What follows belongs to an exercise in optimizing a design on an open flow for small area, a short achievable clock period and few clock cycles; a production flow would make more cautious choices.
The RTL was checked by simulation tests, not by an equivalence proof against the original design.
No activity file was given, so power comes from the tool's default toggle rates.

Design crc16_psa, start of the top module:
module crc16_psa (
    input  wire        clk,
    input  wire        rst,
    input  wire        host_req,
    input  wire        host_we,
    input  wire [3:0]  host_idx,
    input  wire [15:0] host_wdata,
    output reg         host_ack,
    output reg  [15:0] host_rdata,
    output reg         bus_req,
    output reg  [1:0]  bus_cmd,
    output reg  [7:0]  bus_wdata,
    input  wire        bus_ack,
    input  wire        bus_err,
    input  wire [7:0]  bus_rdata
);
export LEC_CHECK = 0
export ABC_AREA = 1
export CAP_MARGIN = 20
export CORE_MARGIN = 2
export CORE_UTILIZATION = 40
export SLEW_MARGIN = 20
create_clock -name core_clock -period 10.0 [get_ports {clk}]
standard.sh (not shown) runs the stock make flow with config.mk's settings and CLKGATE_MAP_FILE= SYNTH_SCRIPT=/design/flow/synth_recipe.tcl, a recipe that flattens the netlist after the stock synthesis.
==> flow/flow/run.sh <==
#!/bin/bash
set -euo pipefail
bash standard.sh SETUP_SLACK_MARGIN=6.85 \
  "BUFFER_PORTS_ARGS=-buffer_cell sky130_fd_sc_hd__buf_2" \
  "CTS_ARGS=-sink_clustering_enable -repair_clock_nets -sink_clustering_size 50 -sink_clustering_max_diameter 55 -dont_use_dummy_load" \
  finish > flow_make.log 2>&1
Testbench counts at the start, summed over its fixed seeds: cycles 53,130.
Edit:
--- a/flow/design.v
+++ b/flow/design.v
@@ -34,21 +34,22 @@
     reg [3:0]  s_idx;
     reg        s_busy;
     reg        s_c1, s_c2, s_c3, s_c10, s_c11, s_c20, s_hz;
     reg [2:0]  q;
     reg        q_read;
     reg        busy;         
+    reg        settling;
     reg [4:0]  settle_cnt;
     reg [6:0]  ra;           
     reg        w_en;
     reg [5:0]  w_addr;
     reg [7:0]  wb;
     reg [15:0] pref;
     reg [6:0]  plen;
     reg        eng;
-    reg        eng_ph;       
+    reg [1:0]  eng_ph;       
     reg        app2, app3;   
     reg        store_ok, len_le64, len_le62;
     wire [7:0] rd_byte = buf_mem[ra[5:0]];
     wire       ptr_ok  = (ptr[15:6] == 10'd0);
     wire       zero    = (acc == 16'h0000);
     wire       stop_rd = bus_req && (q == Q_STOP) && q_read;
@@ -127,15 +128,14 @@
     wire x_app  = x_cmd && s_c3;
     wire x_crcb = x_cmd && s_c2;
     wire x_st   = x_cmd && (s_c10 || s_c11);
     wire x_clr  = x_cmd && s_c20;
     wire done    = bus_req && bus_ack;
     wire bus_wr  = done && (q == Q_RDATA) && !bus_err;
-    wire eng_fin = eng && !eng_ph && (plen == len[6:0]);
-    wire eng_wr  = eng && !eng_ph && (plen != len[6:0]);
-    wire settling = busy && (q == Q_IDLE);    
+    wire eng_fin = eng && (eng_ph == 2'd0) && (plen == len[6:0]);
+    wire eng_wr  = eng && (eng_ph == 2'd1);
     always @(posedge clk) begin
         if (w_en)
             buf_mem[w_addr] <= wb;
     end
     always @(posedge clk) begin
         w_en <= !rst_q && (x_dw || x_app || app2 || eng_wr || bus_wr);
@@ -197,33 +197,33 @@
     end
     wire        w_ext   = (w_addr == plen[5:0]) && !plen[6];
     wire [15:0] w_step  = crc_step(w_ext ? pref : 16'hFFFF, wb);
     always @(posedge clk) begin
         if (rst_q) begin
             pref <= 16'hFFFF; plen <= 7'd0;
-            eng <= 1'b0; eng_ph <= 1'b0;
+            eng <= 1'b0; eng_ph <= 2'd0;
         end else begin
             if (w_en) begin
                 if (w_ext || w_addr == 6'd0) begin
                     pref <= w_step;
                     plen <= w_ext ? plen + 7'd1 : 7'd1;
                 end else begin
                     pref <= 16'hFFFF;
                     plen <= 7'd0;
                 end
             end
             if (eng_start) begin
                 eng <= 1'b1;
-                eng_ph <= 1'b0;
+                eng_ph <= 2'd0;
                 pref <= 16'hFFFF;
                 plen <= 7'd0;
             end
             if (eng_fin)
                 eng <= 1'b0;
             else if (eng)
-                eng_ph <= !eng_ph;
+                eng_ph <= (eng_ph == 2'd2) ? 2'd0 : eng_ph + 2'd1;
         end
     end
     always @(posedge clk) begin
         if (rst || rst_q)
             bus_req <= 1'b0;
         else if (st_go)
@@ -231,20 +231,21 @@
         else if (done && q == Q_STOP)
             bus_req <= 1'b0;
     end
     always @(posedge clk) begin
         if (rst_q) begin
             q <= Q_IDLE; q_read <= 1'b0;
-            busy <= 1'b1; settle_cnt <= 5'd30;
+            busy <= 1'b1; settling <= 1'b1; settle_cnt <= 5'd30;
             bus_cmd <= B_START; bus_wdata <= DEV_W;
             e_bus <= 1'b0;
             ra <= 7'd0;
         end else begin
             if (x_clr) e_bus <= 1'b0;
             if (settling) begin
                 if (settle_cnt == 5'd0) begin
+                    settling <= 1'b0;
                     busy <= 1'b0;
                 end else
                     settle_cnt <= settle_cnt - 5'd1;
             end
             if (x_op && s_we && i_ptr)
                 ra <= {1'b0, host_wdata[5:0]};
@@ -264,14 +265,16 @@
                 if (q == Q_STOP) begin
                     q <= Q_IDLE;
                     bus_cmd <= B_START; bus_wdata <= DEV_W;
                     ra <= {1'b0, ptr[5:0]};
                     if (q_read)
                         busy <= 1'b0;
-                    else
+                    else begin
+                        settling <= 1'b1;
                         settle_cnt <= 5'd30;
+                    end
                 end else if (bus_err) begin
                     e_bus <= 1'b1;
                     q <= Q_STOP; bus_cmd <= B_STOP;
                 end else begin
                     case (q)
                     Q_START_W: begin q <= Q_ADDR_HI; bus_cmd <= B_WRITE; bus_wdata <= wb; end
The changed run completed without violations.
Count of clock-buffer cells in the layout increases by 4.
Via count is higher by 1.3%.
Worst hold slack gets worse by 0.0045 ns.
Synthesized cell count is higher by 2.3%.
Power goes up by 1.8%.
Worst setup slack hardly moves.
Final cell count rises by 3.0%.
Cell area goes up by 1.5%.
Die area grows by 0.95%.
Wire length shrinks by 0.95%.
Critical path depth is unchanged.
Area after synthesis rises by 0.97%.
Register-to-register slack got worse by 0.05 ns.
Testbench counts after the change, summed over its fixed seeds: cycles 53,130.

---

== job 101 ==
The RTL this note starts from:
==> flow/design.v <==
module crc16_psa (
    input  wire        clk,
    input  wire        rst,
    input  wire        host_req,
    input  wire        host_we,
    input  wire [3:0]  host_idx,
    input  wire [15:0] host_wdata,
    output reg         host_ack,
    output reg  [15:0] host_rdata,
    output reg         bus_req,
    output reg  [1:0]  bus_cmd,
    output reg  [7:0]  bus_wdata,
    input  wire        bus_ack,
    input  wire        bus_err,
    input  wire [7:0]  bus_rdata
);
    localparam [7:0] DEV_W = 8'hA0, DEV_R = 8'hA1;
    localparam [1:0] B_START = 2'd0, B_WRITE = 2'd1, B_READ = 2'd2, B_STOP = 2'd3;
    localparam [2:0] Q_IDLE = 3'd0, Q_START_W = 3'd1, Q_ADDR_HI = 3'd2, Q_ADDR_LO = 3'd3,
                     Q_WDATA = 3'd4, Q_START_R = 3'd5, Q_RDATA = 3'd6, Q_STOP = 3'd7;
    function [15:0] crc_step(input [15:0] a, input [7:0] b);
        reg [7:0] x;
        begin
            x = a[15:8] ^ b;
            x = x ^ {4'b0000, x[7:4]};
            crc_step = {a[7:0], 8'h00} ^ {x[3:0], 12'h000} ^ {3'b000, x, 5'b00000} ^ {8'h00, x};
        end
    endfunction
    reg        rst_q;
    reg [15:0] acc, addr, len, ptr;
    reg [7:0]  buf_mem [0:63];
    reg        e_bus, e_ill, e_busy, e_range;
    reg        s_we;
    reg [3:0]  s_idx;
    reg        s_busy;
    reg        s_c1, s_c2, s_c3, s_c10, s_c11, s_c20, s_hz;
    reg [2:0]  q;
    reg        q_read;
    reg        busy;         
    reg [4:0]  settle_cnt;
    reg [6:0]  ra;           
    reg        w_en;
    reg [5:0]  w_addr;
    reg [7:0]  wb;
    reg [15:0] pref;
    reg [6:0]  plen;
    reg        eng;
    reg        eng_ph;       
    reg        app2, app3;   
    reg        store_ok, len_le64, len_le62;
    wire [7:0] rd_byte = buf_mem[ra[5:0]];
    wire       ptr_ok  = (ptr[15:6] == 10'd0);
    wire       zero    = (acc == 16'h0000);
    wire       stop_rd = bus_req && (q == Q_STOP) && q_read;
    wire       ack_ok  = host_req && !host_ack && !rst_q && !eng &&
                         !((app2 || app3) && (host_idx == 4'd7 || host_idx == 4'd1)) &&
                         !(w_en && host_idx == 4'd1);
    wire       len_le64_now = (len[15:7] == 9'd0) && (!len[6] || len[5:0] == 6'd0);
    wire       crcb_slow = host_we && (host_idx == 4'd1) && host_wdata[1] && !host_wdata[0] &&
                           !busy && len_le64_now && (len[6:0] != plen);
    wire       ack_set = ack_ok && !crcb_slow;
    wire       eng_start = ack_ok && crcb_slow;
    wire [6:0] end_lo = {1'b0, addr[5:0]} + len[6:0];
    wire       store_ok_now = (len[15:7] == 9'd0) && (len[6:0] != 7'd0) &&
                              (!len[6] || len[5:0] == 6'd0) && !addr[15] &&
                              (addr[14:6] != 9'h1FF || !end_lo[6] || end_lo[5:0] == 6'd0);
    wire       st_go   = ack_ok && host_we && (host_idx == 4'd1) &&
                         (host_wdata[15:1] == 15'h0008) && !busy && store_ok_now;
    always @(posedge clk) begin
        rst_q  <= rst;
        s_we   <= host_we;
        s_idx  <= host_idx;
        s_busy <= busy;
        s_hz   <= (host_wdata[15:8] == 8'h00);
        s_c1   <= (host_wdata == 16'h0001);
        s_c2   <= (host_wdata == 16'h0002);
        s_c3   <= (host_wdata == 16'h0003);
        s_c10  <= (host_wdata == 16'h0010);
        s_c11  <= (host_wdata == 16'h0011);
        s_c20  <= (host_wdata == 16'h0020);
        if (rst)
            host_ack <= 1'b0;
        else
            host_ack <= ack_set;
        if (host_idx[3])
            host_rdata <= 16'h0000;
        else case (host_idx[2:0])
            3'd0: host_rdata <= {8'h00, e_range, e_busy, e_ill, e_bus, 2'b00, zero,
                                 busy && !(stop_rd && bus_ack)};
            3'd2: host_rdata <= acc;
            3'd4: host_rdata <= addr;
            3'd5: host_rdata <= len;
            3'd6: host_rdata <= ptr;
            3'd7: host_rdata <= {8'h00, (busy || !ptr_ok) ? 8'h00 : rd_byte};
            default: host_rdata <= 16'h0000;
        endcase
    end
    wire i_cmd = (s_idx == 4'd1), i_crc = (s_idx == 4'd3), i_addr = (s_idx == 4'd4),
         i_len = (s_idx == 4'd5), i_ptr = (s_idx == 4'd6), i_data = (s_idx == 4'd7);
    reg illegal;
    always @(*) begin
        if (s_idx[3])
            illegal = 1'b1;
        else if (!s_we)
            illegal = i_cmd || i_crc;
        else case (s_idx[2:0])
            3'd0, 3'd2: illegal = 1'b1;
            3'd1:       illegal = !(s_c1 || s_c2 || s_c3 || s_c10 || s_c11 || s_c20);
            3'd3, 3'd7: illegal = !s_hz;
            default:    illegal = 1'b0;
        endcase
    end
    wire plain = !s_we && !s_idx[3] && (s_idx[2:0] == 3'd0 || s_idx[2:0] == 3'd2 ||
                                        s_idx[2:0] == 3'd4 || s_idx[2:0] == 3'd5 ||
                                        s_idx[2:0] == 3'd6);
    wire range_bad = i_data ? !ptr_ok :
                     (s_we && i_cmd) ? ((s_c2 && !len_le64) || (s_c3 && !len_le62) ||
                                        ((s_c10 || s_c11) && !store_ok)) : 1'b0;
    wire x      = host_ack && !rst_q;      
    wire x_ill  = x && illegal;
    wire x_bsy  = x && !illegal && s_busy && !plain;
    wire x_rng  = x && !illegal && !(s_busy && !plain) && range_bad;
    wire x_op   = x && !illegal && !(s_busy && !plain) && !range_bad;
    wire x_cmd  = x_op && s_we && i_cmd;
    wire x_dw   = x_op && s_we && i_data;
    wire x_dr   = x_op && !s_we && i_data;
    wire x_app  = x_cmd && s_c3;
    wire x_crcb = x_cmd && s_c2;
    wire x_st   = x_cmd && (s_c10 || s_c11);
    wire x_clr  = x_cmd && s_c20;
    wire done    = bus_req && bus_ack;
    wire bus_wr  = done && (q == Q_RDATA) && !bus_err;
    wire eng_fin = eng && !eng_ph && (plen == len[6:0]);
    wire eng_wr  = eng && !eng_ph && (plen != len[6:0]);
    wire settling = busy && (q == Q_IDLE);    
    always @(posedge clk) begin
        if (w_en)
            buf_mem[w_addr] <= wb;
    end
    always @(posedge clk) begin
        w_en <= !rst_q && (x_dw || x_app || app2 || eng_wr || bus_wr);
        if (x_dw)
            w_addr <= ptr[5:0];
        else if (x_app)
            w_addr <= len[5:0];
        else if (app2)
            w_addr <= len[5:0] - 6'd1;
        else
            w_addr <= ra[5:0];
        if (busy) begin
            case (q)
                Q_ADDR_HI: wb <= addr[7:0];
                Q_ADDR_LO: wb <= q_read ? DEV_R : rd_byte;
                Q_WDATA:   wb <= rd_byte;
                Q_RDATA:   wb <= bus_rdata;
                default:   wb <= addr[15:8];
            endcase
        end else if (x_dw)
            wb <= host_wdata[7:0];
        else if (x_app)
            wb <= acc[15:8];
        else if (app2)
            wb <= acc[7:0];
        else if (eng)
            wb <= rd_byte;
        else
            wb <= addr[15:8];
    end
    wire [15:0] acc_step = crc_step(acc, host_wdata[7:0]);
    wire [6:0]  ptr_inc  = ptr[6:0] + 7'd1;
    always @(posedge clk) begin
        if (rst_q) begin
            acc <= 16'hFFFF; addr <= 16'h0000; len <= 16'h0000; ptr <= 16'h0000;
            e_ill <= 1'b0; e_busy <= 1'b0; e_range <= 1'b0;
            app2 <= 1'b0; app3 <= 1'b0;
        end else begin
            app2 <= x_app;
            app3 <= app2;
            if (x_ill)  e_ill   <= 1'b1;
            if (x_bsy)  e_busy  <= 1'b1;
            if (x_rng)  e_range <= 1'b1;
            if (x_clr) begin e_ill <= 1'b0; e_busy <= 1'b0; e_range <= 1'b0; end
            if (x_op && s_we && i_crc) acc <= acc_step;
            if (x_cmd && s_c1)         acc <= 16'hFFFF;
            if (x_crcb)                acc <= pref;
            if (x_op && s_we && i_addr) addr <= host_wdata;
            if (x_op && s_we && i_len)  len  <= host_wdata;
            if (x_app)                  len  <= {9'd0, len[6:0] + 7'd2};
            if (x_op && s_we && i_ptr)  ptr  <= host_wdata;
            if (x_dw || x_dr)           ptr  <= {9'd0, ptr_inc};
        end
    end
    always @(posedge clk) begin
        len_le64 <= (len[15:7] == 9'd0) && (!len[6] || len[5:0] == 6'd0);
        store_ok <= store_ok_now;
        len_le62 <= (len[15:6] == 10'd0) && (len[5:0] != 6'b111111);
    end
    wire        w_ext   = (w_addr == plen[5:0]) && !plen[6];
    wire [15:0] w_step  = crc_step(w_ext ? pref : 16'hFFFF, wb);
    always @(posedge clk) begin
        if (rst_q) begin
            pref <= 16'hFFFF; plen <= 7'd0;
            eng <= 1'b0; eng_ph <= 1'b0;
        end else begin
            if (w_en) begin
                if (w_ext || w_addr == 6'd0) begin
                    pref <= w_step;
                    plen <= w_ext ? plen + 7'd1 : 7'd1;
                end else begin
                    pref <= 16'hFFFF;
                    plen <= 7'd0;
                end
            end
            if (eng_start) begin
                eng <= 1'b1;
                eng_ph <= 1'b0;
                pref <= 16'hFFFF;
                plen <= 7'd0;
            end
            if (eng_fin)
                eng <= 1'b0;
            else if (eng)
                eng_ph <= !eng_ph;
        end
    end
    always @(posedge clk) begin
        if (rst || rst_q)
            bus_req <= 1'b0;
        else if (st_go)
            bus_req <= 1'b1;
        else if (done && q == Q_STOP)
            bus_req <= 1'b0;
    end
    always @(posedge clk) begin
        if (rst_q) begin
            q <= Q_IDLE; q_read <= 1'b0;
            busy <= 1'b1; settle_cnt <= 5'd30;
            bus_cmd <= B_START; bus_wdata <= DEV_W;
            e_bus <= 1'b0;
            ra <= 7'd0;
        end else begin
            if (x_clr) e_bus <= 1'b0;
            if (settling) begin
                if (settle_cnt == 5'd0) begin
                    busy <= 1'b0;
                end else
                    settle_cnt <= settle_cnt - 5'd1;
            end
            if (x_op && s_we && i_ptr)
                ra <= {1'b0, host_wdata[5:0]};
            if (x_dw || x_dr)
                ra <= {1'b0, ptr_inc[5:0]};
            if (eng_start)
                ra <= 7'd0;
            if (eng_wr)
                ra <= ra + 7'd1;
            if (eng_fin)
                ra <= {1'b0, ptr[5:0]};
            if (x_st) begin
                q <= Q_START_W; q_read <= s_c11; busy <= 1'b1;
                ra <= 7'd0;
            end
            if (done) begin
                if (q == Q_STOP) begin
                    q <= Q_IDLE;
                    bus_cmd <= B_START; bus_wdata <= DEV_W;
                    ra <= {1'b0, ptr[5:0]};
                    if (q_read)
                        busy <= 1'b0;
                    else
                        settle_cnt <= 5'd30;
                end else if (bus_err) begin
                    e_bus <= 1'b1;
                    q <= Q_STOP; bus_cmd <= B_STOP;
                end else begin
                    case (q)
                    Q_START_W: begin q <= Q_ADDR_HI; bus_cmd <= B_WRITE; bus_wdata <= wb; end
                    Q_ADDR_HI: begin q <= Q_ADDR_LO; bus_cmd <= B_WRITE; bus_wdata <= wb; end
                    Q_ADDR_LO: begin
                        bus_wdata <= wb;
                        if (q_read) begin
                            q <= Q_START_R; bus_cmd <= B_START;
                        end else begin
                            q <= Q_WDATA; bus_cmd <= B_WRITE;
                            ra <= ra + 7'd1;
                        end
                    end
                    Q_WDATA: begin
                        if (ra == len[6:0]) begin
                            q <= Q_STOP; bus_cmd <= B_STOP;
                        end else begin
                            bus_wdata <= wb;
                            ra <= ra + 7'd1;
                        end
                    end
                    Q_START_R: begin q <= Q_RDATA; bus_cmd <= B_READ; end
                    default: begin  
                        ra <= ra + 7'd1;
                        if (ra + 7'd1 == len[6:0]) begin
                            q <= Q_STOP; bus_cmd <= B_STOP;
                        end
                    end
                    endcase
                end
            end
        end
    end
endmodule
clock: 10.0 ns
lec_check: 0
abc_area: 1
cap_margin: 20
core_margin: 2
core_utilization: 65
slew_margin: 20
Scripts as last shown in full above: flow/flow/run.sh
Job 101 reached the end of the flow, and the finished layout is clean on the timing, DRC and antenna checks.
Testbench counts of job 101, summed over its fixed seeds: cycles 53,130.
Relative to job 101, the following input files were edited for job 102:
--- a/flow/design.v
+++ b/flow/design.v
@@ -36,17 +36,18 @@
     reg        s_c1, s_c2, s_c3, s_c10, s_c11, s_c20, s_hz;
     reg [2:0]  q;
     reg        q_read;
     reg        busy;         
+    reg        settling;
     reg [4:0]  settle_cnt;
     reg [6:0]  ra;           
     reg        w_en;
     reg [5:0]  w_addr;
     reg [7:0]  wb;
     reg [15:0] pref;
     reg [6:0]  plen;
     reg        eng;
-    reg        eng_ph;       
+    reg [1:0]  eng_ph;       
     reg        app2, app3;   
     reg        store_ok, len_le64, len_le62;
     wire [7:0] rd_byte = buf_mem[ra[5:0]];
     wire       ptr_ok  = (ptr[15:6] == 10'd0);
@@ -129,11 +130,10 @@
     wire x_st   = x_cmd && (s_c10 || s_c11);
     wire x_clr  = x_cmd && s_c20;
     wire done    = bus_req && bus_ack;
     wire bus_wr  = done && (q == Q_RDATA) && !bus_err;
-    wire eng_fin = eng && !eng_ph && (plen == len[6:0]);
-    wire eng_wr  = eng && !eng_ph && (plen != len[6:0]);
-    wire settling = busy && (q == Q_IDLE);    
+    wire eng_fin = eng && (eng_ph == 2'd0) && (plen == len[6:0]);
+    wire eng_wr  = eng && (eng_ph == 2'd1);
     always @(posedge clk) begin
         if (w_en)
             buf_mem[w_addr] <= wb;
     end
@@ -199,9 +199,9 @@
     wire [15:0] w_step  = crc_step(w_ext ? pref : 16'hFFFF, wb);
     always @(posedge clk) begin
         if (rst_q) begin
             pref <= 16'hFFFF; plen <= 7'd0;
-            eng <= 1'b0; eng_ph <= 1'b0;
+            eng <= 1'b0; eng_ph <= 2'd0;
         end else begin
             if (w_en) begin
                 if (w_ext || w_addr == 6'd0) begin
                     pref <= w_step;
@@ -212,16 +212,16 @@
                 end
             end
             if (eng_start) begin
                 eng <= 1'b1;
-                eng_ph <= 1'b0;
+                eng_ph <= 2'd0;
                 pref <= 16'hFFFF;
                 plen <= 7'd0;
             end
             if (eng_fin)
                 eng <= 1'b0;
             else if (eng)
-                eng_ph <= !eng_ph;
+                eng_ph <= (eng_ph == 2'd2) ? 2'd0 : eng_ph + 2'd1;
         end
     end
     always @(posedge clk) begin
         if (rst || rst_q)
@@ -233,16 +233,17 @@
     end
     always @(posedge clk) begin
         if (rst_q) begin
             q <= Q_IDLE; q_read <= 1'b0;
-            busy <= 1'b1; settle_cnt <= 5'd30;
+            busy <= 1'b1; settling <= 1'b1; settle_cnt <= 5'd30;
             bus_cmd <= B_START; bus_wdata <= DEV_W;
             e_bus <= 1'b0;
             ra <= 7'd0;
         end else begin
             if (x_clr) e_bus <= 1'b0;
             if (settling) begin
                 if (settle_cnt == 5'd0) begin
+                    settling <= 1'b0;
                     busy <= 1'b0;
                 end else
                     settle_cnt <= settle_cnt - 5'd1;
             end
@@ -266,10 +267,12 @@
                     bus_cmd <= B_START; bus_wdata <= DEV_W;
                     ra <= {1'b0, ptr[5:0]};
                     if (q_read)
                         busy <= 1'b0;
-                    else
+                    else begin
+                        settling <= 1'b1;
                         settle_cnt <= 5'd30;
+                    end
                 end else if (bus_err) begin
                     e_bus <= 1'b1;
                     q <= Q_STOP; bus_cmd <= B_STOP;
                 end else begin
--- outcome ---
Job 102 | status: complete | timing, DRC, antenna: pass. Against job 101, job 102 reports a share of the clock period used by the worst path that is higher. Per the comparison of job 102 with job 101, multi-input gate share of total cell area stayed essentially flat, setup TNS after final layout stayed essentially flat, cell total after placement rose by about 1.8%, die width rose by about 0.5%, worst IR drop on VDD stayed essentially flat. Compound-cell area share of the yosys netlist for job 102: 2.7 points down relative to job 101. Job 102 ended with less top achievable clock speed than job 101.
Testbench counts of job 102, summed over its fixed seeds: cycles 53,130.

[port drivers added, routing unchanged]
In the flow no input, the clock included, has a driving cell. The finished layouts below were timed again as built, in two steps. Step 1 (the two cells are an assumption about what drives the block):
set clk [get_ports {clk}]
set_driving_cell -lib_cell sky130_fd_sc_hd__clkbuf_16 $clk
set_driving_cell -lib_cell sky130_fd_sc_hd__buf_2 [delete_from_list [all_inputs] $clk]
Step 2 also shifts input and output timing later by t, the mid clock arrival at the registers, as if the neighbouring blocks saw the same clock. a / b / c = ideal / step 1 / step 2; a / b = the first two.
run	t, ns	setup slack, ns	worst slew at a driven data input, ns
the first run of note 1	0.664	6.895 / 6.830 / 6.292	0.04
the second run of note 1	0.671	6.894 / 6.828 / 6.275	0.04
job 101	0.639	6.933 / 6.894 / 6.312	0.04
job 102	0.659	6.871 / 6.841 / 6.254	0.05
After both steps every run listed still meets setup and hold. The setup slack of job 101, which loses most, moves by -0.039 ns with the drivers and by -0.621 ns with both steps.
